Background: an optimization exercise with open tools, aiming at small area, a short achievable clock period and few clock cycles. Do not read the settings as production practice. In this exercise RTL edits were held to simulation tests only and were not proved equivalent to the original. Power is estimated from default activity; no workload was simulated.

Design yasp_rx, start of the top module:
module yasp_rx (
    input             clk,
    input             rst,
    input             req_valid,
    output            req_ready,
    input      [63:0] req_word,
    output reg        resp_valid,
    output reg  [3:0] resp_status,
    output reg [15:0] resp_value,
    output            hinv_valid,
    output      [7:0] hinv_slot,
    output      [7:0] hinv_href,
    output     [15:0] hinv_id,
    output     [15:0] hinv_poff,
    output     [15:0] hinv_plen,
    output reg        ntc_valid,
    output reg  [2:0] ntc_code,
    input             rx_we,
    input       [3:0] rx_waddr,
    input      [31:0] rx_wdata
);
Size: ~3800 cells after synthesis, ~950 flip-flops, ~200 I/O pins.
==> flow/config.mk <==
export PLATFORM = sky130hd
export DESIGN_NAME = yasp_rx
export DESIGN_NICKNAME = yasp_rx
export VERILOG_FILES = /design/flow/design.v
export SDC_FILE = /design/flow/constraint.sdc
export NUM_CORES = 4
export LEC_CHECK = 0
export CAP_MARGIN = 20
export CORE_MARGIN = 2
export CORE_UTILIZATION = 40
export CTS_CLUSTER_DIAMETER = 120
export CTS_CLUSTER_SIZE = 24
export SLEW_MARGIN = 20
==> flow/constraint.sdc <==
create_clock -name core_clock -period 10.0 [get_ports {clk}]
set_input_delay 2.0000 -clock core_clock [delete_from_list [all_inputs] [get_ports {clk}]]
set_output_delay 2.0000 -clock core_clock [all_outputs]
set_load 0.01 [all_outputs]
standard.sh (not shown) runs the stock make flow with config.mk's settings and CLKGATE_MAP_FILE= SYNTH_SCRIPT=/design/flow/synth_recipe.tcl, a recipe that flattens the netlist after the stock synthesis.
==> flow/flow/run.sh <==
#!/bin/bash
set -euo pipefail
bash standard.sh SETUP_SLACK_MARGIN=6.6 finish > standard_flow.log 2>&1
The baseline completed with no timing, DRC or antenna violations.
Testbench counts at the start, summed over its fixed seeds: cycles 17,944.
Rerun with:
--- a/flow/config.mk
+++ b/flow/config.mk
@@ -7,7 +7,5 @@
 export LEC_CHECK = 0
-export CAP_MARGIN = 20
+export CAP_MARGIN = 10
 export CORE_MARGIN = 2
 export CORE_UTILIZATION = 40
-export CTS_CLUSTER_DIAMETER = 120
-export CTS_CLUSTER_SIZE = 24
-export SLEW_MARGIN = 20
+export SLEW_MARGIN = 10
=> Wire length increases slightly. Setup slack is better by 0.058 ns. Clock skew increases by 0.054 ns. Worst hold slack is worse by 0.013 ns. Count of clock-buffer cells in the layout increases by 61. Synthesized area is unchanged. Via count increases slightly. Power increases by roughly a tenth. Fmax increases slightly.
Rerun with:
--- a/flow/config.mk
+++ b/flow/config.mk
@@ -7,5 +7,5 @@
 export LEC_CHECK = 0
-export CAP_MARGIN = 10
+export CAP_MARGIN = 40
 export CORE_MARGIN = 2
 export CORE_UTILIZATION = 40
-export SLEW_MARGIN = 10
+export SLEW_MARGIN = 30
Cell area increases by about 0.7%.
Wire length stays flat.
Hold slack loses 0.013 ns.
Flip-flop and latch count does not change.
Count of clock-buffer cells in the layout increases by 4.
Rerun with:
==> flow/flow/run.sh (replaced) <==
#!/bin/bash
set -euo pipefail
bash standard.sh SETUP_SLACK_MARGIN=6.7 finish > standard_flow.log 2>&1
--- a/flow/config.mk
+++ b/flow/config.mk
@@ -7,5 +7,7 @@
 export LEC_CHECK = 0
-export CAP_MARGIN = 40
+export CAP_MARGIN = 20
 export CORE_MARGIN = 2
 export CORE_UTILIZATION = 40
-export SLEW_MARGIN = 30
+export CTS_CLUSTER_DIAMETER = 120
+export CTS_CLUSTER_SIZE = 20
+export SLEW_MARGIN = 20
Cell count barely changes.
Total power goes down by roughly a tenth.
Core utilization goes down by 0.38 points.
Area after synthesis is unchanged.
Wire length goes up slightly.

---

## try-ember
Another version of the RTL of yasp_rx (not shown whole).
Size in the first run: roughly 930 flip-flops, about 200 I/O pins, about 0.054 sq mm of cells after synthesis.
clock: 10.0 ns
lec_check: 0
cap_margin: 40
core_margin: 2
core_utilization: 40
setup_slack_margin: 5
slew_margin: 30
run.sh (not shown) runs the stock make flow with config.mk's settings and CLKGATE_MAP_FILE= SYNTH_SCRIPT=/design/flow/synth_recipe.tcl, a recipe that flattens the netlist after the stock synthesis.
Stock flow here: none of the scripts above is used.
try-ember was carried through to the last stage, and its layout satisfied the timing, design-rule and antenna checks.
Testbench counts of try-ember, summed over its fixed seeds: cycles 17,944.
Relative to try-ember, the following input files were edited for try-fjord:
diff --git a/flow/config.mk b/flow/config.mk
--- a/flow/config.mk
+++ b/flow/config.mk
@@ -10,3 +10,2 @@
 export CORE_UTILIZATION = 40
-export SETUP_SLACK_MARGIN = 5
 export SLEW_MARGIN = 30
--- outcome ---
Between try-ember and try-fjord, the number of buffers inserted for hold repair after clock tree synthesis does not differ in any meaningful way. Looking at critical path startpoint, the bq[17] result is from try-fjord; the bq[16] one comes from try-ember. Going from try-ember to try-fjord, clock tree skew after final layout shrinks by 0.019 ns. | layout overhead on the synthesized area | higher: try-fjord |.

---

RTL: one of the versions met above, not the one the previous note started from.
For scale: roughly 950 flip-flops, roughly 200 I/O pins, about 0.054 mm^2 of cells after synthesis.
clock: 10.0 ns
lec_check: 0
cap_margin: 20
core_margin: 2
core_utilization: 40
cts_cluster_diameter: 100
cts_cluster_size: 16
slew_margin: 20
standard.sh (not shown) runs the stock make flow with config.mk's settings and CLKGATE_MAP_FILE= SYNTH_SCRIPT=/design/flow/synth_recipe.tcl, a recipe that flattens the netlist after the stock synthesis.
==> flow/flow/run.sh <==
#!/bin/bash
set -euo pipefail
bash standard.sh SETUP_SLACK_MARGIN=6.6 finish > standard_flow.log 2>&1
Testbench counts at the start, summed over its fixed seeds: cycles 17,944.
==> next run, changes <==
--- a/flow/config.mk
+++ b/flow/config.mk
@@ -9,5 +9,5 @@
 export CORE_MARGIN = 2
 export CORE_UTILIZATION = 40
-export CTS_CLUSTER_DIAMETER = 100
-export CTS_CLUSTER_SIZE = 16
+export CTS_CLUSTER_DIAMETER = 120
+export CTS_CLUSTER_SIZE = 20
 export SLEW_MARGIN = 20
Outcome: Sequential power hardly moves; combinational power came out lower by about 0.9%; cell count stays flat; maximum frequency went up by 1.3%; design area shrinks by 1.2%; non-clock buffer count went down by 4; wire length goes down by 0.83%; power drops by 3.8%; global-route usage drops by 0.27 points; core utilization goes down by 0.55 points.
==> next run, changes <==
--- a/flow/config.mk
+++ b/flow/config.mk
@@ -8,6 +8,4 @@
 export CAP_MARGIN = 20
 export CORE_MARGIN = 2
-export CORE_UTILIZATION = 40
-export CTS_CLUSTER_DIAMETER = 120
-export CTS_CLUSTER_SIZE = 20
+export CORE_UTILIZATION = 50
 export SLEW_MARGIN = 20
The new run produced a clean layout.
Maximum frequency barely changes.
Non-clock buffer count increases by 12.
Via count climbs by 3.6%.
Setup slack stays flat.
Sequential cell count is unchanged.

## afterwards: timing with drivers on the ports
Ports are ideal in the flow. The routed layouts listed here were re-timed in OpenROAD.
Step 1, drivers: a clkbuf_16 drives clk and a buf_2 each remaining input, both assumed.
Step 2 times the ports against the registers' clock, not the clock port: input delays grow and output delays shrink by t, the midpoint of the rising clock arrivals with the driver on.
Slacks: ideal / step 1 / step 2; pairs: ideal / step 1.
| run | t, ns | slack for setup (ns) | hold WS [ns] | worst data-port slew with drivers (ns) |
|---|---|---|---|---|
| the first run of note 1 | 0.755 | 6.539 / 6.539 / 5.939 | 0.501 / 0.501 / 0.501 | 0.11 |
| the second run of note 1 | 0.822 | 6.597 / 6.577 / 5.863 | 0.488 / 0.488 / 0.488 | 0.11 |
| the third run of note 1 | 0.810 | 6.555 / 6.555 / 5.845 | 0.475 / 0.475 / 0.475 | 0.10 |
| the fourth run of note 1 | 0.776 | 6.637 / 6.637 / 5.998 | 0.478 / 0.478 / 0.478 | 0.18 |
| try-ember | 0.786 | 5.087 / 5.087 / 4.444 | 0.450 / 0.450 / 0.450 | 0.13 |
| try-fjord | 0.782 | 4.847 / 4.847 / 4.463 | 0.446 / 0.446 / 0.446 | 0.11 |
| the first run of note 3 | 0.784 | 6.549 / 6.549 / 5.907 | 0.486 / 0.486 / 0.486 | 0.11 |
| the second run of note 3 | 0.779 | 6.594 / 6.562 / 5.911 | 0.485 / 0.485 / 0.485 | 0.12 |
| the third run of note 3 | 0.788 | 6.592 / 6.557 / 5.898 | 0.476 / 0.476 / 0.476 | 0.16 |
After both steps every run listed still meets setup and hold. The setup slack of the second run of note 1, which loses most, moves by -0.020 ns with the drivers and by -0.734 ns with both steps.
